Context: an optimization exercise on an open-source flow, tuned for small area, a short achievable clock period and few clock cycles. The choices shown serve that exercise and are no tape-out recipe. The RTL was checked by simulation tests, not by an equivalence proof against the original design. The flow treats the clock pin as an ideal source, which a real chip does not have. Power and IR drop assume default switching activity.

`flow/config.mk`:
```
export PLATFORM = sky130hd
export DESIGN_NAME = ng_core
export DESIGN_NICKNAME = ng_core
export VERILOG_FILES = /design/flow/design.v
export SDC_FILE = /design/flow/constraint.sdc
export NUM_CORES = 4
export LEC_CHECK = 0
export ABC_AREA = 1
export CAP_MARGIN = 20
export CORE_MARGIN = 2
export CORE_UTILIZATION = 60
export CTS_CLUSTER_DIAMETER = 75
export CTS_CLUSTER_SIZE = 28
export SLEW_MARGIN = 20
```
`flow/constraint.sdc`:
```
create_clock -name core_clock -period 27.0 [get_ports {clk}]
set_input_delay 5.4000 -clock core_clock [delete_from_list [all_inputs] [get_ports {clk}]]
set_output_delay 5.4000 -clock core_clock [all_outputs]
set_load 0.01 [all_outputs]
```
`flow/design.v`:
```
module ng_core (
    input  wire        clk,
    input  wire        rst,
    input  wire        cmd_valid,
    output wire        cmd_ready,
    input  wire [31:0] cmd_word,
    input  wire [63:0] cmd_operand,
    output wire [63:0] state_q,
    output wire [63:0] result,
    output wire [31:0] status,
    output wire        sample_valid,
    input  wire        sample_ready,
    output wire [7:0]  sample_data
);
  localparam integer BUF_DEPTH = 16;
  localparam [3:0] OP_NOP = 4'h0, OP_SEED = 4'h1, OP_STEP = 4'h2, OP_FILL = 4'h3,
                   OP_LUTRD = 4'h4, OP_ACC = 4'h5, OP_FILT1 = 4'h6, OP_FILTER = 4'h7,
                   OP_ITER = 4'h8, OP_SBWR = 4'h9, OP_SBRD = 4'hA, OP_OBRD = 4'hB;
  localparam [3:0] E_OK = 4'd0, E_ILLEGAL_OP = 4'd1, E_RESERVED_FIELD = 4'd2,
                   E_BAD_OPERAND = 4'd3, E_RANGE = 4'd4;
  localparam [2:0] M_CALC = 3'd0, M_FILL = 3'd1, M_FILTER = 3'd2, M_EMIT = 3'd3,
                   M_READ = 3'd4, M_WRITE = 3'd5;
  reg [63:0] s_reg;
  reg [63:0] result_reg;
  reg [3:0]  err_reg;
  reg        busy;
  reg [2:0]  mode;
  reg [1:0]  calc;         
  reg        rd_ob;        
  reg        pend;         
  reg [3:0]  idx;          
  reg [3:0]  lst;          
  reg [7:0]  smp;          
  reg [63:0] hreg;         
  reg [4:0]  sbr;          
  reg [4:0]  sb_off;       
  reg [4:0]  cln;          
  reg [63:0] sbq [0:16];
  reg [7:0]  obq [0:16];
  wire [3:0]  op   = cmd_word[3:0];
  wire [7:0]  rsv  = cmd_word[11:4];
  wire [19:0] addr = cmd_word[31:12];
  wire fmt_z  = (op == OP_NOP) || (op == OP_STEP);
  wire fmt_c  = (op == OP_FILL);
  wire fmt_cp = (op == OP_FILTER) || (op == OP_ITER);
  wire fmt_t  = (op == OP_LUTRD);
  wire fmt_a  = (op == OP_SBRD) || (op == OP_OBRD);
  wire fmt_av = (op == OP_SBWR);
  wire [31:0] opd_n = cmd_operand[31:0];
  wire [31:0] opd_p = cmd_operand[63:32];
  reg [3:0] dec_err;
  always @(*) begin
    dec_err = E_OK;
    if (op >= 4'hC)
      dec_err = E_ILLEGAL_OP;
    else if (rsv != 8'd0 || (!(fmt_a || fmt_av) && addr != 20'd0))
      dec_err = E_RESERVED_FIELD;
    else if ((fmt_z && cmd_operand != 64'd0) ||
             (fmt_c && cmd_operand[63:32] != 32'd0) ||
             (fmt_t && cmd_operand[63:11] != 53'd0) ||
             (fmt_a && cmd_operand != 64'd0) ||
             (fmt_cp && opd_p == 32'd0))
      dec_err = E_BAD_OPERAND;
    else if (((fmt_c || fmt_cp) && opd_n > 32'd16) ||
             ((fmt_a || fmt_av) && addr >= 20'd16))
      dec_err = E_RANGE;
  end
  wire accept = cmd_valid && !busy;
  wire n_nz   = (opd_n[4:0] != 5'd0);    
  wire n_16   = opd_n[4];
  wire [63:0] s_next = {s_reg[62:0], s_reg[63] ^ s_reg[62] ^ s_reg[60] ^ s_reg[59]};
  wire        sb_ok  = (sb_off[1:0] == 2'd1) && !sb_off[4];
  reg  [63:0] sb_rd;
  reg  [7:0]  ob_rd;
  always @(*) begin
    case (sb_off[3:2])
      2'd0: sb_rd = sbq[1];
      2'd1: sb_rd = ~sbq[5];
      2'd2: sb_rd = sbq[9];
      2'd3: sb_rd = ~sbq[13];
    endcase
    case (sb_off[3:2])
      2'd0: ob_rd = obq[1];
      2'd1: ob_rd = ~obq[5];
      2'd2: ob_rd = obq[9];
      2'd3: ob_rd = ~obq[13];
    endcase
  end
  wire in_filter = busy && (mode == M_FILTER);
  wire in_calc   = busy && (mode == M_CALC);
  wire lut_mode  = in_calc && calc[1];
  wire [2:0] lut_i = hreg[10:8];
  reg [63:0] x;
  integer b;
  always @(*) begin
    if (in_filter)
      x = sb_rd;
    else if (in_calc) begin
      if (lut_mode) begin
        for (b = 0; b < 64; b = b + 1)
          x[b] = (lut_i == b / 8) && hreg[b % 8];
      end else
        x = hreg;
    end else
      x = s_next;
  end
  wire        tv_lut = lut_mode;
  wire [2:0]  tv_i   = lut_i;
  reg  [10:0] tv;
  always @(*) begin
    if (!tv_lut) tv = 11'd742;
    else case (tv_i)
      3'd0: tv = 11'd760;
      3'd1: tv = 11'd710;
      3'd2: tv = 11'd660;
      3'd3: tv = 11'd671;
      3'd4: tv = 11'd743;
      3'd5: tv = 11'd693;
      3'd6: tv = 11'd704;
      3'd7: tv = 11'd715;
      default: tv = 11'd0;
    endcase
  end
  wire [10:0] acc_t;
  wire t1, t2, t3, t4, t5, t6, t7, t8, t9, t10, t11, t12, t13, t14, t15, t16;
  wire t17, t18, t19, t20, t21, t22, t23, t24, t25, t26, t27, t28, t29, t30, t31, t32;
  wire t33, t34, t35, t36, t37, t38, t39, t40, t41, t42, t43, t44, t45, t46, t47, t48;
  wire t49, t50, t51, t52, t53, t54, t55, t56, t57, t58, t59, t60, t61, t62, t63, t64;
  wire t65, t66, t67, t68, t69, t70, t71, t72, t73, t74, t75, t76, t77, t78, t79, t80;
  wire t81, t82, t83, t84, t85, t86, t87, t88, t89, t90, t91, t92, t93, t94, t95, t96;
  wire t97, t98, t99, t100, t101, t102, t103, t104, t105, t106, t107, t108, t109, t110, t111, t112;
  wire t113, t114, t115, t116, t117, t118, t119, t120, t121, t122, t123, t124, t125, t126, t127, t128;
  wire t129, t130, t131, t132, t133, t134, t135, t136, t137, t138, t139, t140, t141, t142, t143, t144;
  wire t145, t146, t147, t148, t149, t150, t151, t152, t153, t154, t155, t156, t157, t158, t159, t160;
  wire t161, t162, t163, t164, t165, t166, t167, t168, t169, t170, t171, t172, t173, t174, t175, t176;
  wire t177, t178, t179, t180, t181, t182, t183, t184, t185, t186, t187, t188, t189, t190, t191, t192;
  wire t193, t194, t195, t196, t197, t198, t199, t200, t201, t202, t203, t204, t205, t206, t207, t208;
  wire t209, t210, t211, t212, t213, t214, t215, t216, t217, t218, t219, t220, t221, t222, t223, t224;
  wire t225, t226, t227, t228, t229, t230, t231, t232, t233, t234, t235, t236, t237, t238, t239, t240;
  wire t241, t242, t243, t244, t245, t246, t247, t248, t249, t250, t251, t252, t253, t254, t255, t256;
  wire t257, t258, t259, t260, t261, t262, t263, t264, t265, t266, t267, t268, t269, t270, t271, t272;
  wire t273, t274, t275, t276, t277, t278, t279, t280;
  assign t1 = ~x[1] ^ ~x[2] ^ x[6];
  assign t2 = (~x[1] & ~x[2]) | (~x[1] & x[6]) | (~x[2] & x[6]);
  assign t3 = x[7] ^ ~x[11] ^ ~x[12];
  assign t4 = (x[7] & ~x[11]) | (x[7] & ~x[12]) | (~x[11] & ~x[12]);
  assign t5 = x[16] ^ x[17];
  assign t6 = x[16] & x[17];
  assign t7 = ~x[21] ^ ~x[22] ^ x[26];
  assign t8 = (~x[21] & ~x[22]) | (~x[21] & x[26]) | (~x[22] & x[26]);
  assign t9 = x[27] ^ ~x[31] ^ ~x[32];
  assign t10 = (x[27] & ~x[31]) | (x[27] & ~x[32]) | (~x[31] & ~x[32]);
  assign t11 = ~x[33] ^ x[36] ^ x[37];
  assign t12 = (~x[33] & x[36]) | (~x[33] & x[37]) | (x[36] & x[37]);
  assign t13 = x[38] ^ ~x[41] ^ ~x[42];
  assign t14 = (x[38] & ~x[41]) | (x[38] & ~x[42]) | (~x[41] & ~x[42]);
  assign t15 = ~x[43] ^ x[46];
  assign t16 = ~x[43] & x[46];
  assign t17 = x[0] ^ ~x[8] ^ ~x[9];
  assign t18 = (x[0] & ~x[8]) | (x[0] & ~x[9]) | (~x[8] & ~x[9]);
  assign t19 = ~x[10] ^ x[18] ^ x[19];
  assign t20 = (~x[10] & x[18]) | (~x[10] & x[19]) | (x[18] & x[19]);
  assign t21 = x[20] ^ ~x[28] ^ ~x[29];
  assign t22 = (x[20] & ~x[28]) | (x[20] & ~x[29]) | (~x[28] & ~x[29]);
  assign t23 = ~x[30] ^ x[39];
  assign t24 = ~x[30] & x[39];
  assign t25 = x[3] ^ ~x[4] ^ x[5];
  assign t26 = (x[3] & ~x[4]) | (x[3] & x[5]) | (~x[4] & x[5]);
  assign t27 = ~x[11] ^ x[12] ^ ~x[16];
  assign t28 = (~x[11] & x[12]) | (~x[11] & ~x[16]) | (x[12] & ~x[16]);
  assign t29 = x[17] ^ ~x[23] ^ x[24];
  assign t30 = (x[17] & ~x[23]) | (x[17] & x[24]) | (~x[23] & x[24]);
  assign t31 = ~x[25] ^ x[31] ^ ~x[32];
  assign t32 = (~x[25] & x[31]) | (~x[25] & ~x[32]) | (x[31] & ~x[32]);
  assign t33 = x[33] ^ x[36] ^ ~x[37];
  assign t34 = (x[33] & x[36]) | (x[33] & ~x[37]) | (x[36] & ~x[37]);
  assign t35 = x[1] ^ x[6] ^ ~x[8];
  assign t36 = (x[1] & x[6]) | (x[1] & ~x[8]) | (x[6] & ~x[8]);
  assign t37 = x[10] ^ ~x[13] ^ x[15];
  assign t38 = (x[10] & ~x[13]) | (x[10] & x[15]) | (~x[13] & x[15]);
  assign t39 = ~x[18] ^ x[20] ^ ~x[22];
  assign t40 = (~x[18] & x[20]) | (~x[18] & ~x[22]) | (x[20] & ~x[22]);
  assign t41 = ~x[27] ^ x[29] ^ x[34];
  assign t42 = (~x[27] & x[29]) | (~x[27] & x[34]) | (x[29] & x[34]);
  assign t43 = ~x[2] ^ x[3] ^ ~x[7];
  assign t44 = (~x[2] & x[3]) | (~x[2] & ~x[7]) | (x[3] & ~x[7]);
  assign t45 = x[11] ^ ~x[12] ^ x[16];
  assign t46 = (x[11] & ~x[12]) | (x[11] & x[16]) | (~x[12] & x[16]);
  assign t47 = ~x[17] ^ x[21] ^ ~x[25];
  assign t48 = (~x[17] & x[21]) | (~x[17] & ~x[25]) | (x[21] & ~x[25]);
  assign t49 = x[26] ^ ~x[30] ^ x[31];
  assign t50 = (x[26] & ~x[30]) | (x[26] & x[31]) | (~x[30] & x[31]);
  assign t51 = ~x[35] ^ x[36];
  assign t52 = ~x[35] & x[36];
  assign t53 = ~x[0] ^ ~x[5] ^ x[8];
  assign t54 = (~x[0] & ~x[5]) | (~x[0] & x[8]) | (~x[5] & x[8]);
  assign t55 = ~x[10] ^ x[13] ^ ~x[15];
  assign t56 = (~x[10] & x[13]) | (~x[10] & ~x[15]) | (x[13] & ~x[15]);
  assign t57 = x[18] ^ ~x[20] ^ x[23];
  assign t58 = (x[18] & ~x[20]) | (x[18] & x[23]) | (~x[20] & x[23]);
  assign t59 = x[47] ^ x[48] ^ ~x[51];
  assign t60 = (x[47] & x[48]) | (x[47] & ~x[51]) | (x[48] & ~x[51]);
  assign t61 = ~x[52] ^ ~x[53] ^ x[56];
  assign t62 = (~x[52] & ~x[53]) | (~x[52] & x[56]) | (~x[53] & x[56]);
  assign t63 = x[57] ^ x[58] ^ ~x[62];
  assign t64 = (x[57] & x[58]) | (x[57] & ~x[62]) | (x[58] & ~x[62]);
  assign t65 = x[40] ^ ~x[49] ^ ~x[50];
  assign t66 = (x[40] & ~x[49]) | (x[40] & ~x[50]) | (~x[49] & ~x[50]);
  assign t67 = x[59] ^ x[60] ^ x[61];
  assign t68 = (x[59] & x[60]) | (x[59] & x[61]) | (x[60] & x[61]);
  assign t69 = tv[2] ^ t2 ^ t4;
  assign t70 = (tv[2] & t2) | (tv[2] & t4) | (t2 & t4);
  assign t71 = t6 ^ t8 ^ t10;
  assign t72 = (t6 & t8) | (t6 & t10) | (t8 & t10);
  assign t73 = t12 ^ t14;
  assign t74 = t12 & t14;
  assign t75 = x[38] ^ ~x[44] ^ x[45];
  assign t76 = (x[38] & ~x[44]) | (x[38] & x[45]) | (~x[44] & x[45]);
  assign t77 = ~x[51] ^ x[52] ^ ~x[53];
  assign t78 = (~x[51] & x[52]) | (~x[51] & ~x[53]) | (x[52] & ~x[53]);
  assign t79 = ~x[56] ^ x[57] ^ ~x[58];
  assign t80 = (~x[56] & x[57]) | (~x[56] & ~x[58]) | (x[57] & ~x[58]);
  assign t81 = tv[3] ^ t18 ^ t20;
  assign t82 = (tv[3] & t18) | (tv[3] & t20) | (t18 & t20);
  assign t83 = t22 ^ t24 ^ t25;
  assign t84 = (t22 & t24) | (t22 & t25) | (t24 & t25);
  assign t85 = t27 ^ t29;
  assign t86 = t27 & t29;
  assign t87 = x[39] ^ ~x[41] ^ x[43];
  assign t88 = (x[39] & ~x[41]) | (x[39] & x[43]) | (~x[41] & x[43]);
  assign t89 = ~x[46] ^ x[48] ^ ~x[50];
  assign t90 = (~x[46] & x[48]) | (~x[46] & ~x[50]) | (x[48] & ~x[50]);
  assign t91 = ~x[55] ^ ~x[60] ^ x[62];
  assign t92 = (~x[55] & ~x[60]) | (~x[55] & x[62]) | (~x[60] & x[62]);
  assign t93 = tv[4] ^ t26 ^ t28;
  assign t94 = (tv[4] & t26) | (tv[4] & t28) | (t26 & t28);
  assign t95 = t30 ^ t32 ^ t34;
  assign t96 = (t30 & t32) | (t30 & t34) | (t32 & t34);
  assign t97 = t35 ^ t37 ^ t39;
  assign t98 = (t35 & t37) | (t35 & t39) | (t37 & t39);
  assign t99 = ~x[40] ^ x[44] ^ ~x[45];
  assign t100 = (~x[40] & x[44]) | (~x[40] & ~x[45]) | (x[44] & ~x[45]);
  assign t101 = x[49] ^ ~x[53] ^ x[54];
  assign t102 = (x[49] & ~x[53]) | (x[49] & x[54]) | (~x[53] & x[54]);
  assign t103 = ~x[58] ^ x[59] ^ ~x[63];
  assign t104 = (~x[58] & x[59]) | (~x[58] & ~x[63]) | (x[59] & ~x[63]);
  assign t105 = tv[5] ^ t36 ^ t38;
  assign t106 = (tv[5] & t36) | (tv[5] & t38) | (t36 & t38);
  assign t107 = t40 ^ t42 ^ t43;
  assign t108 = (t40 & t42) | (t40 & t43) | (t42 & t43);
  assign t109 = t45 ^ t47 ^ t49;
  assign t110 = (t45 & t47) | (t45 & t49) | (t47 & t49);
  assign t111 = x[28] ^ ~x[33] ^ ~x[38];
  assign t112 = (x[28] & ~x[33]) | (x[28] & ~x[38]) | (~x[33] & ~x[38]);
  assign t113 = x[41] ^ ~x[43] ^ x[46];
  assign t114 = (x[41] & ~x[43]) | (x[41] & x[46]) | (~x[43] & x[46]);
  assign t115 = ~x[48] ^ x[51] ^ x[56];
  assign t116 = (~x[48] & x[51]) | (~x[48] & x[56]) | (x[51] & x[56]);
  assign t117 = ~x[61] ^ tv[6] ^ t44;
  assign t118 = (~x[61] & tv[6]) | (~x[61] & t44) | (tv[6] & t44);
  assign t119 = t46 ^ t48 ^ t50;
  assign t120 = (t46 & t48) | (t46 & t50) | (t48 & t50);
  assign t121 = t52 ^ t53 ^ t55;
  assign t122 = (t52 & t53) | (t52 & t55) | (t53 & t55);
  assign t123 = ~x[63] ^ tv[1] ^ t1;
  assign t124 = (~x[63] & tv[1]) | (~x[63] & t1) | (tv[1] & t1);
  assign t125 = t3 ^ t5 ^ t7;
  assign t126 = (t3 & t5) | (t3 & t7) | (t5 & t7);
  assign t127 = t16 ^ t17 ^ t19;
  assign t128 = (t16 & t17) | (t16 & t19) | (t17 & t19);
  assign t129 = t21 ^ t23 ^ t60;
  assign t130 = (t21 & t23) | (t21 & t60) | (t23 & t60);
  assign t131 = t62 ^ t64 ^ t65;
  assign t132 = (t62 & t64) | (t62 & t65) | (t64 & t65);
  assign t133 = t31 ^ t33 ^ t66;
  assign t134 = (t31 & t33) | (t31 & t66) | (t33 & t66);
  assign t135 = t68 ^ t70 ^ t72;
  assign t136 = (t68 & t70) | (t68 & t72) | (t70 & t72);
  assign t137 = t74 ^ t75 ^ t77;
  assign t138 = (t74 & t75) | (t74 & t77) | (t75 & t77);
  assign t139 = t79 ^ t81;
  assign t140 = t79 & t81;
  assign t141 = t41 ^ t76 ^ t78;
  assign t142 = (t41 & t76) | (t41 & t78) | (t76 & t78);
  assign t143 = t80 ^ t82 ^ t84;
  assign t144 = (t80 & t82) | (t80 & t84) | (t82 & t84);
  assign t145 = t86 ^ t87 ^ t89;
  assign t146 = (t86 & t87) | (t86 & t89) | (t87 & t89);
  assign t147 = t91 ^ t93 ^ t95;
  assign t148 = (t91 & t93) | (t91 & t95) | (t93 & t95);
  assign t149 = t51 ^ t88 ^ t90;
  assign t150 = (t51 & t88) | (t51 & t90) | (t88 & t90);
  assign t151 = t92 ^ t94 ^ t96;
  assign t152 = (t92 & t94) | (t92 & t96) | (t94 & t96);
  assign t153 = t98 ^ t99 ^ t101;
  assign t154 = (t98 & t99) | (t98 & t101) | (t99 & t101);
  assign t155 = t103 ^ t105 ^ t107;
  assign t156 = (t103 & t105) | (t103 & t107) | (t105 & t107);
  assign t157 = t57 ^ t100 ^ t102;
  assign t158 = (t57 & t100) | (t57 & t102) | (t100 & t102);
  assign t159 = t104 ^ t106 ^ t108;
  assign t160 = (t104 & t106) | (t104 & t108) | (t106 & t108);
  assign t161 = t110 ^ t111 ^ t113;
  assign t162 = (t110 & t111) | (t110 & t113) | (t111 & t113);
  assign t163 = t115 ^ t117 ^ t119;
  assign t164 = (t115 & t117) | (t115 & t119) | (t117 & t119);
  assign t165 = tv[7] ^ t54 ^ t56;
  assign t166 = (tv[7] & t54) | (tv[7] & t56) | (t54 & t56);
  assign t167 = t58 ^ t112 ^ t114;
  assign t168 = (t58 & t112) | (t58 & t114) | (t112 & t114);
  assign t169 = t116 ^ t118;
  assign t170 = t116 & t118;
  assign t171 = t9 ^ t11 ^ t13;
  assign t172 = (t9 & t11) | (t9 & t13) | (t11 & t13);
  assign t173 = t15 ^ t59;
  assign t174 = t15 & t59;
  assign t175 = t67 ^ t69 ^ t71;
  assign t176 = (t67 & t69) | (t67 & t71) | (t69 & t71);
  assign t177 = t73 ^ t124 ^ t126;
  assign t178 = (t73 & t124) | (t73 & t126) | (t124 & t126);
  assign t179 = t127 ^ t129;
  assign t180 = t127 & t129;
  assign t181 = t83 ^ t85 ^ t128;
  assign t182 = (t83 & t85) | (t83 & t128) | (t85 & t128);
  assign t183 = t130 ^ t132 ^ t133;
  assign t184 = (t130 & t132) | (t130 & t133) | (t132 & t133);
  assign t185 = t135 ^ t137 ^ t139;
  assign t186 = (t135 & t137) | (t135 & t139) | (t137 & t139);
  assign t187 = t97 ^ t134 ^ t136;
  assign t188 = (t97 & t134) | (t97 & t136) | (t134 & t136);
  assign t189 = t138 ^ t140 ^ t141;
  assign t190 = (t138 & t140) | (t138 & t141) | (t140 & t141);
  assign t191 = t143 ^ t145 ^ t147;
  assign t192 = (t143 & t145) | (t143 & t147) | (t145 & t147);
  assign t193 = t109 ^ t142 ^ t144;
  assign t194 = (t109 & t142) | (t109 & t144) | (t142 & t144);
  assign t195 = t146 ^ t148 ^ t149;
  assign t196 = (t146 & t148) | (t146 & t149) | (t148 & t149);
  assign t197 = t151 ^ t153 ^ t155;
  assign t198 = (t151 & t153) | (t151 & t155) | (t153 & t155);
  assign t199 = t121 ^ t150 ^ t152;
  assign t200 = (t121 & t150) | (t121 & t152) | (t150 & t152);
  assign t201 = t154 ^ t156 ^ t157;
  assign t202 = (t154 & t156) | (t154 & t157) | (t156 & t157);
  assign t203 = t159 ^ t161 ^ t163;
  assign t204 = (t159 & t161) | (t159 & t163) | (t161 & t163);
  assign t205 = t120 ^ t122 ^ t158;
  assign t206 = (t120 & t122) | (t120 & t158) | (t122 & t158);
  assign t207 = t160 ^ t162 ^ t164;
  assign t208 = (t160 & t162) | (t160 & t164) | (t162 & t164);
  assign t209 = t165 ^ t167 ^ t169;
  assign t210 = (t165 & t167) | (t165 & t169) | (t167 & t169);
  assign t211 = tv[8] ^ t166;
  assign t212 = tv[8] & t166;
  assign t213 = t61 ^ t63 ^ t123;
  assign t214 = (t61 & t63) | (t61 & t123) | (t63 & t123);
  assign t215 = t131 ^ t172 ^ t174;
  assign t216 = (t131 & t172) | (t131 & t174) | (t172 & t174);
  assign t217 = t175 ^ t177;
  assign t218 = t175 & t177;
  assign t219 = t176 ^ t178 ^ t180;
  assign t220 = (t176 & t178) | (t176 & t180) | (t178 & t180);
  assign t221 = t181 ^ t183 ^ t185;
  assign t222 = (t181 & t183) | (t181 & t185) | (t183 & t185);
  assign t223 = t182 ^ t184 ^ t186;
  assign t224 = (t182 & t184) | (t182 & t186) | (t184 & t186);
  assign t225 = t187 ^ t189 ^ t191;
  assign t226 = (t187 & t189) | (t187 & t191) | (t189 & t191);
  assign t227 = t188 ^ t190 ^ t192;
  assign t228 = (t188 & t190) | (t188 & t192) | (t190 & t192);
  assign t229 = t193 ^ t195 ^ t197;
  assign t230 = (t193 & t195) | (t193 & t197) | (t195 & t197);
  assign t231 = t194 ^ t196 ^ t198;
  assign t232 = (t194 & t196) | (t194 & t198) | (t196 & t198);
  assign t233 = t199 ^ t201 ^ t203;
  assign t234 = (t199 & t201) | (t199 & t203) | (t201 & t203);
  assign t235 = t200 ^ t202 ^ t204;
  assign t236 = (t200 & t202) | (t200 & t204) | (t202 & t204);
  assign t237 = t205 ^ t207 ^ t209;
  assign t238 = (t205 & t207) | (t205 & t209) | (t207 & t209);
  assign t239 = t168 ^ t170 ^ t206;
  assign t240 = (t168 & t170) | (t168 & t206) | (t170 & t206);
  assign t241 = t208 ^ t210 ^ t211;
  assign t242 = (t208 & t210) | (t208 & t211) | (t210 & t211);
  assign t243 = t125 ^ t171;
  assign t244 = t125 & t171;
  assign t245 = t179 ^ t214 ^ t215;
  assign t246 = (t179 & t214) | (t179 & t215) | (t214 & t215);
  assign t247 = t216 ^ t218 ^ t219;
  assign t248 = (t216 & t218) | (t216 & t219) | (t218 & t219);
  assign t249 = t220 ^ t222 ^ t223;
  assign t250 = (t220 & t222) | (t220 & t223) | (t222 & t223);
  assign t251 = t224 ^ t226 ^ t227;
  assign t252 = (t224 & t226) | (t224 & t227) | (t226 & t227);
  assign t253 = t228 ^ t230 ^ t231;
  assign t254 = (t228 & t230) | (t228 & t231) | (t230 & t231);
  assign t255 = t232 ^ t234 ^ t235;
  assign t256 = (t232 & t234) | (t232 & t235) | (t234 & t235);
  assign t257 = t236 ^ t238 ^ t239;
  assign t258 = (t236 & t238) | (t236 & t239) | (t238 & t239);
  assign t259 = tv[9] ^ t212 ^ t240;
  assign t260 = (tv[9] & t212) | (tv[9] & t240) | (t212 & t240);
  assign t261 = t173 ^ t213;
  assign t262 = t173 & t213;
  assign t263 = t217 ^ t244 ^ t245;
  assign t264 = (t217 & t244) | (t217 & t245) | (t244 & t245);
  assign t265 = t221 ^ t246 ^ t247;
  assign t266 = (t221 & t246) | (t221 & t247) | (t246 & t247);
  assign t267 = t225 ^ t248 ^ t249;
  assign t268 = (t225 & t248) | (t225 & t249) | (t248 & t249);
  assign t269 = t229 ^ t250 ^ t251;
  assign t270 = (t229 & t250) | (t229 & t251) | (t250 & t251);
  assign t271 = t233 ^ t252 ^ t253;
  assign t272 = (t233 & t252) | (t233 & t253) | (t252 & t253);
  assign t273 = t237 ^ t254 ^ t255;
  assign t274 = (t237 & t254) | (t237 & t255) | (t254 & t255);
  assign t275 = t241 ^ t256 ^ t257;
  assign t276 = (t241 & t256) | (t241 & t257) | (t256 & t257);
  assign t277 = t242 ^ t258 ^ t259;
  assign t278 = (t242 & t258) | (t242 & t259) | (t258 & t259);
  assign t279 = tv[10] ^ t260;
  assign t280 = tv[10] & t260;
  wire [10:0] tra = {t278, t276, t274, t272, t270, t268, t266, t264, t262, t243, tv[0]};
  wire [10:0] trb = {t279, t277, t275, t273, t271, t269, t267, t265, t263, t261, 1'b0};
  assign acc_t = tra + trb;
  wire [7:0] acc_smp = acc_t[9:2];
  wire last = (idx == lst);
  wire emit = busy && (mode == M_EMIT);
  wire take = emit && !pend && sample_ready;
  assign cmd_ready    = !busy && !rst;
  assign state_q      = s_reg;
  assign result       = result_reg;
  assign status       = {24'd0, err_reg, busy ? mode[1:0] : 2'b00, (s_reg == 64'd0), busy};
  assign sample_valid = emit && !pend;
  assign sample_data  = smp;
  wire emit_wr = emit && (take || pend) && sb_ok;    
  wire sb_we   = busy && sb_ok && (mode == M_FILL || mode == M_WRITE) || emit_wr;
  wire ob_we   = busy && sb_ok && (mode == M_FILTER) || emit_wr;
  wire [63:0] sb_wd = (mode == M_WRITE) ? hreg : s_reg;
  wire [7:0]  ob_wd = (mode == M_EMIT) ? smp : acc_smp;
  always @(posedge clk) begin
    if (sb_we && sb_off[3:2] == 2'd0) sbq[0] <= ~sb_wd;
    else sbq[0] <= ~sbq[1];
    sbq[1] <= sbq[2];
    sbq[2] <= sbq[3];
    sbq[3] <= sbq[4];
    if (sb_we && sb_off[3:2] == 2'd1) sbq[4] <= sb_wd;
    else sbq[4] <= ~sbq[5];
    sbq[5] <= sbq[6];
    sbq[6] <= sbq[7];
    sbq[7] <= sbq[8];
    if (sb_we && sb_off[3:2] == 2'd2) sbq[8] <= ~sb_wd;
    else sbq[8] <= ~sbq[9];
    sbq[9] <= sbq[10];
    sbq[10] <= sbq[11];
    sbq[11] <= sbq[12];
    if (sb_we && sb_off[3:2] == 2'd3) sbq[12] <= sb_wd;
    else sbq[12] <= ~sbq[13];
    sbq[13] <= sbq[14];
    sbq[14] <= sbq[15];
    sbq[15] <= sbq[16];
    sbq[16] <= sbq[0];
  end
  always @(posedge clk) begin
    if (ob_we && sb_off[3:2] == 2'd0) obq[0] <= ~ob_wd;
    else obq[0] <= ~obq[1];
    obq[1] <= obq[2];
    obq[2] <= obq[3];
    obq[3] <= obq[4];
    if (ob_we && sb_off[3:2] == 2'd1) obq[4] <= ob_wd;
    else obq[4] <= ~obq[5];
    obq[5] <= obq[6];
    obq[6] <= obq[7];
    obq[7] <= obq[8];
    if (ob_we && sb_off[3:2] == 2'd2) obq[8] <= ~ob_wd;
    else obq[8] <= ~obq[9];
    obq[9] <= obq[10];
    obq[10] <= obq[11];
    obq[11] <= obq[12];
    if (ob_we && sb_off[3:2] == 2'd3) obq[12] <= ob_wd;
    else obq[12] <= ~obq[13];
    obq[13] <= obq[14];
    obq[14] <= obq[15];
    obq[15] <= obq[16];
    obq[16] <= obq[0];
  end
  wire rebase = accept && (dec_err == E_OK) && (op == OP_ITER) && n_16;
  wire [4:0] sbr_i = (sbr == 5'd16) ? 5'd0 : sbr + 5'd1;
  wire f_any = (opd_n[4:0] > cln);
  wire [4:0] sbr_n = rebase ? 5'd16 : sbr_i;
  wire [3:0] idx_i = (fmt_a || fmt_av) ? addr[3:0] : (op == OP_FILTER) ? cln[3:0] : 4'd0;
  wire [4:0] off_d = {1'b0, idx_i} - sbr_i;
  wire [4:0] off_m = off_d[4] ? off_d + 5'd17 : off_d;
  wire adv = busy && (mode == M_FILL || mode == M_FILTER) && sb_ok || emit_wr;
  always @(posedge clk) begin
    if (!busy || (emit_wr && !last))
      smp <= acc_smp;
    if (!busy)
      hreg <= cmd_operand;
    sbr <= rst ? 5'd0 : sbr_n;
    if (rst)
      sb_off <= 5'd0;
    else if (!busy)
      sb_off <= rebase ? 5'd1 : off_m;
    else if (!adv)
      sb_off <= (sb_off == 5'd0) ? 5'd16 : sb_off - 5'd1;
    if (rst)
      cln <= 5'd0;
    else if (accept && dec_err == E_OK) begin
      if ((op == OP_FILTER || op == OP_ITER) && f_any)
        cln <= opd_n[4:0];
      else if (op == OP_FILL && n_nz)
        cln <= 5'd0;
      else if (op == OP_SBWR && {1'b0, addr[3:0]} < cln)
        cln <= {1'b0, addr[3:0]};
    end
    if (rst) begin
      s_reg      <= 64'd1;
      result_reg <= 64'd0;
      err_reg    <= E_OK;
      busy       <= 1'b0;
      mode       <= M_CALC;
      calc       <= 2'd0;
      rd_ob      <= 1'b0;
      pend       <= 1'b0;
      idx        <= 4'd0;
      lst        <= 4'd0;
    end else if (!busy) begin
      idx  <= idx_i;
      lst  <= opd_n[3:0] - 4'd1;
      pend <= 1'b0;
      if (accept) begin
        err_reg <= dec_err;
        if (dec_err == E_OK) begin
          case (op)
            OP_SEED:  s_reg <= cmd_operand;
            OP_STEP: begin
              s_reg      <= s_next;
              result_reg <= s_next;
            end
            OP_LUTRD, OP_ACC, OP_FILT1: begin
              busy <= 1'b1;
              mode <= M_CALC;
              calc <= (op == OP_LUTRD) ? 2'd2 : (op == OP_FILT1) ? 2'd1 : 2'd0;
            end
            OP_SBRD, OP_OBRD: begin
              rd_ob <= (op == OP_OBRD);
              busy  <= 1'b1;
              mode  <= M_READ;
            end
            OP_SBWR: begin
              busy <= 1'b1;
              mode <= M_WRITE;
            end
            OP_FILL, OP_ITER: begin
              if (n_nz) begin
                s_reg <= s_next;
                busy  <= 1'b1;
                mode  <= (op == OP_ITER) ? M_EMIT : M_FILL;
              end
            end
            OP_FILTER: begin
              if (f_any) begin
                busy <= 1'b1;
                mode <= M_FILTER;
              end
            end
            default: ;
          endcase
        end
      end
    end else begin
      case (mode)
        M_CALC: begin
          busy <= 1'b0;
          case (calc)
            2'd1:    result_reg <= {{56{acc_smp[7]}}, acc_smp};
            default: result_reg <= {{53{acc_t[10]}}, acc_t};
          endcase
        end
        M_READ: begin
          if (sb_ok) begin
            busy       <= 1'b0;
            result_reg <= rd_ob ? {{56{ob_rd[7]}}, ob_rd} : sb_rd;
          end
        end
        M_WRITE: begin
          if (sb_ok)
            busy <= 1'b0;
        end
        M_FILL: begin
          if (sb_ok) begin
            idx <= idx + 4'd1;
            if (!last)
              s_reg <= s_next;
            else
              busy <= 1'b0;
          end
        end
        M_FILTER: begin
          if (sb_ok) begin
            idx <= idx + 4'd1;
            if (last)
              busy <= 1'b0;
          end
        end
        default: begin  
          if (emit_wr) begin
            idx  <= idx + 4'd1;
            pend <= 1'b0;
            if (last)
              busy <= 1'b0;
            else
              s_reg <= s_next;
          end else if (take)
            pend <= 1'b1;
        end
      endcase
    end
  end
endmodule
```
`flow/flow/run.sh`:
```
#!/bin/bash
# Standard layout, with every port buffered by a buf_1, timing repair asked for
# 16.5 ns of setup slack (a 10.5 ns period) instead of 0, after CTS the
# cmd_ready gate reading rst straight from rst's port buffer (flow/eco_ready.tcl),
# and up to 10 rounds of antenna repair after global and detailed routing.
set -euo pipefail
export BUFFER_PORTS_ARGS="-buffer_cell sky130_fd_sc_hd__buf_1"
export SETUP_SLACK_MARGIN=16.5
export POST_CTS_TCL="$PWD/flow/eco_ready.tcl"
export MAX_REPAIR_ANTENNAS_ITER_GRT=10
export MAX_REPAIR_ANTENNAS_ITER_DRT=10
bash standard.sh synth > synth.log 2>&1
bash standard.sh > layout.log 2>&1
```
`flow/flow/eco_ready.tcl`:
```
# Sourced by ORFS at the end of its CTS step (POST_CTS_TCL). The path from rst to
# cmd_ready is the design's critical path; if timing repair left buffers between
# rst's port buffer and the gate that drives cmd_ready's port buffer, read rst for
# that gate straight from the port buffer instead (the logic is unchanged).
set block [ord::get_db_block]
proc eco_driver {net} {
  foreach it [$net getITerms] { if {[$it isOutputSignal]} { return $it } }
  return ""
}
proc eco_is_buf {inst} {
  set m [[$inst getMaster] getName]
  return [regexp {__(buf|clkbuf)_[0-9]+$} $m]
}
set rnet [[$block findBTerm rst] getNet]
set pbuf ""
foreach it [$rnet getITerms] { if {[$it isInputSignal]} { set pbuf [$it getInst] } }
set pnet ""
if {$pbuf ne "" && [eco_is_buf $pbuf]} {
  foreach it [$pbuf getITerms] { if {[$it isOutputSignal]} { set pnet [$it getNet] } }
}
set onet [[$block findBTerm cmd_ready] getNet]
set od [eco_driver $onet]
set gate ""
if {$od ne "" && [eco_is_buf [$od getInst]]} {
  foreach it [[$od getInst] getITerms] {
    if {[$it isInputSignal]} { set gd [eco_driver [$it getNet]]; if {$gd ne ""} { set gate [$gd getInst] } }
  }
}
if {$pnet ne "" && $gate ne ""} {
  foreach it [$gate getITerms] {
    if {![$it isInputSignal]} continue
    set n [$it getNet]
    set hops 0
    set d [eco_driver $n]
    while {$d ne "" && [eco_is_buf [$d getInst]] && $hops < 8} {
      set src ""
      foreach jt [[$d getInst] getITerms] { if {[$jt isInputSignal]} { set src [$jt getNet] } }
      if {$src eq ""} break
      if {[$src getName] eq [$pnet getName]} {
        puts "eco_ready: [[$gate getMaster] getName] [$gate getName]/[[$it getMTerm] getName] from [$n getName] to [$pnet getName]"
        $it disconnect
        $it connect $pnet
        break
      }
      set d [eco_driver $src]
      incr hops
    }
  }
}
estimate_parasitics -placement
```
`flow/standard.sh`:
```
#!/bin/bash
# synth_recipe.tcl (not shown) runs the flow's synth.tcl, then flattens the netlist and writes it again
# the make line also repeats each setting of config.mk as NAME=value (left out here)
make -C /OpenROAD-flow-scripts/flow DESIGN_CONFIG=/design/flow/config.mk WORK_HOME=/design/flow/orfs CLKGATE_MAP_FILE= SYNTH_SCRIPT=/design/flow/synth_recipe.tcl "${@:-finish}"
```
==> results.toml <==
[die]
num_rows = 104
io_pins = 270
die_area_um2 = 84000
die_h_um = 290
floorplan.initialDensity_pct = 60.7
core_area_um2 = 80700
fp.dieW_um = 290

[layout]
area_growth_pct = 7.18
largest_register_ffs = 1088
utilization_pct = 65.1
layout.nets = 5541
nFillCells = 6876
final_cell_mix = "1,391 x dfxtp_1, 832 x nand2_1, 574 x inv_1, 530 x a21oi_1, 467 x nor2_1"
drive_above_1_share_pct = 3.72
layout_commonest_cell = "dfxtp_1"
top_register = "sbq"
largest_registers = "sbq x1088, obq x136"

[sta]
clock_skew_ns = 0.0348
fmax_ghz = 0.0900
final_hold_viol_count = 0
setup_violations = 0
relSlewSlack_pct = 12.4
drv_slew = 0
period_share_pct = 41.1
worst_pin_slew_ns = 1.31
period_minus_slack_ns = 11.11
setup_tns_ns = 0
rsz0062_at_grt = "yes"

[synthesis]
synth_edf_count = 72
syn_avg_cell_area_um2 = 9.47
netlist_area_um2 = 49000
synth_cells = 5174
synthArstFlopShare_pct = 0
yosys_most_used_dff = "dfxtp_1"
ys_warn_count = 3
ys_types = 56
ys_ff_latch = 1465
yosysSeqAreaShare_pct = 61.3

[power_and_ir_drop]
powerDensity_nw_per_um2 = 69.9
peakVddDrop_mv = 0.0609
total_power_mw = 3.67
p_leak_nw = 22.8

[drt]
drt_iter0_drc = 3849
vias = 35300
drcViolationCount = 0
wl_um = 138000
ant_nets = 0
avgRoutedWirePerCell_um = 21.7
vias_per_cell = 5.55
firstDrtPassIters = 6

[grt]
grt_pass1_wl_um = 201000
antenna_found_initial = 4
grt_max_degree = 102
grt_util_met3_pct = 6.94
busiest_layer = "met1"
use_met1_pct = 50.3
grt_use_total_pct = 32.3
grt_pass1_vias = 32000
gr-usage-met2_pct = 44.6
overflow = 0

[worst_hold_path]
hp-class = "reg2reg"
holdPathStages = 0

[placement]
gp_congestion = 0.974
port_buffers = 244
dp_hpwl_um = 96100

[setup_path]
r2r_cells = 33
arrival_ns = 5.71
cp_max_fo = 2
crit_start = "rst"
worstSetupEndpoint = "cmd_ready"
regToRegSetupSlack_ns = 17.61
r2r-start = "mode[0]"
rr_endpoint = "result_reg[32]"
end_kind = "output pin"
cp.required_ns = 21.60
cp-start-kind = "primary input"
crit_type = "in2out"

[clock_network]
clkTransAtPathRegs_ns = 0.10
tritoncts = "built"
cts_num_sinks = 1465
clk_latency_ns = 0.67

[status]
status = "timing/DRC/antenna clean"

[run]
drv_cap = 0
[layer usage]
metal	part of all wire (%)	wire [um]
met5	0	0
met4	3.3	4550
met3	10	14300
met2	40	55000
met1	46	64000
[cell type report]
class                           instances  area [um2]  area share (%)
Sequential cell                      1465       30100            57.2
Clock buffer                           70        1730            3.29
Inverter                              595        2240            4.26
Antenna cell                            2        5.00         0.00953
Multi-Input combinational cell       2867       15600            29.7
Clock inverter                         20         337           0.641
Tap cell                             1060        1330            2.53
Timing Repair Buffer                  285        1240            2.37
[cells in the mapped netlist, types with 4 or more instances]
| cell | n | area [um2] |
|---|---|---|
| dfxtp_1 | 1393 | 27900 |
| nand2_1 | 842 | 3160 |
| inv_1 | 575 | 2160 |
| a21oi_1 | 530 | 2650 |
| nor2_1 | 469 | 1760 |
| o21ai_0 | 375 | 1880 |
| clkbuf_1 | 133 | 499 |
| nand3_1 | 123 | 616 |
| fa_1 | 101 | 2020 |
| buf_2 | 72 | 360 |
| edfxtp_1 | 72 | 2160 |
| ha_1 | 58 | 726 |
| o221ai_1 | 51 | 447 |
| buf_4 | 38 | 285 |
| o22ai_1 | 37 | 231 |
| xor2_1 | 33 | 289 |
| o211ai_1 | 31 | 233 |
| buf_1 | 22 | 82.6 |
| nor3_1 | 20 | 100 |
| inv_2 | 17 | 63.8 |
| a221oi_1 | 16 | 140 |
| o2111ai_1 | 16 | 140 |
| a31oi_1 | 15 | 93.8 |
| nor4_1 | 15 | 93.8 |
| nand4_1 | 13 | 81.3 |
| xnor2_1 | 13 | 114 |
| o21ai_1 | 12 | 60.1 |
| a21o_1 | 11 | 82.6 |
| or2_2 | 8 | 50.1 |
| nor2_2 | 7 | 43.8 |
| buf_6 | 6 | 67.6 |
| nand2_2 | 6 | 37.5 |
| o21bai_1 | 5 | 37.5 |
| mux2i_1 | 4 | 40.0 |
[kinds of logic (layout without fill, tap and decap cells)]
group | count (synthesis) | in the layout | synth area share [%]
multiplexers | 6 | 6 | 0.128
flip-flops | 1465 | 1465 | 61.3
adder cells (fa/ha/maj) | 160 | 160 | 5.63
AND/OR/NAND/NOR | 1515 | 1515 | 12.3
other | 1 | 27 | 0.00765
XOR/XNOR | 46 | 46 | 0.822
buffers and inverters | 866 | 970 | 7.20
AO/OA/AOI/OAI | 1115 | 1115 | 12.6
[worst max-delay path, cell delays in order]
cell and delay (ns):
buf_8 0.10, nor2_4 0.09, buf_6 0.11
[power by group]
group          total [mW]  leakage [nW]  switching (mW)  internal [mW]
combinational       0.295          9.72           0.234         0.0614
clock                1.18          1.00           0.693          0.491
sequential           2.19          12.1         0.00656           2.19
[how the worst min path moves through the flow]
stage	start	to	slack (ns)
after floorplan	obq[11][0]	obq[10][0]	0.31
after detailed placement	obq[16][0]	obq[15][0]	0.31
final	sbq[6][8]	sbq[5][8]	0.31
after global placement	sbq[0][5]	sbq[16][5]	0.31
after global routing	sbq[4][15]	sbq[3][15]	0.32
[per-stage QoR]
| step | instances | setup slack (ns) | hold WS [ns] | cell area [um2] |
|---|---|---|---|---|
| after global routing | 6363 | 15.88 | 0.324 | 52500 |
| after detailed placement | 6270 | 15.81 | 0.312 | 50400 |
| after floorplan | 5198 | 16.11 | 0.310 | 49100 |
| after global placement | 6270 | 15.81 | 0.310 | 50400 |
| final | 6364 | 15.89 | 0.312 | 52500 |
Testbench counts, summed over its fixed seeds: cycles 13,424.

[static timing again, ports no longer ideal]
How much do the figures lean on ideal ports? The routed layout below was timed once more, with nothing changed but the port constraints. Step 1: set_driving_cell puts a clkbuf_16 on clk and a buf_2 on each other input, an assumption about the parent block. Step 2 adds t to the input delays and takes it off the output delays; t is the mean of the earliest and latest rising clock arrival at the registers after step 1. Input paths then give back, and output paths get back, about the clock's delay inside the block. Three values: ideal ports, drivers, drivers and shift; two values: the first two.
shift t [ns]: 0.726
setup slack, ns: 15.891 / 15.853 / 15.853
worst slew at a driven data input, ns: 0.08
After both steps setup and hold are still met in this run. For this run, drivers alone change the setup slack by -0.038 ns; drivers and shift together by -0.038 ns.
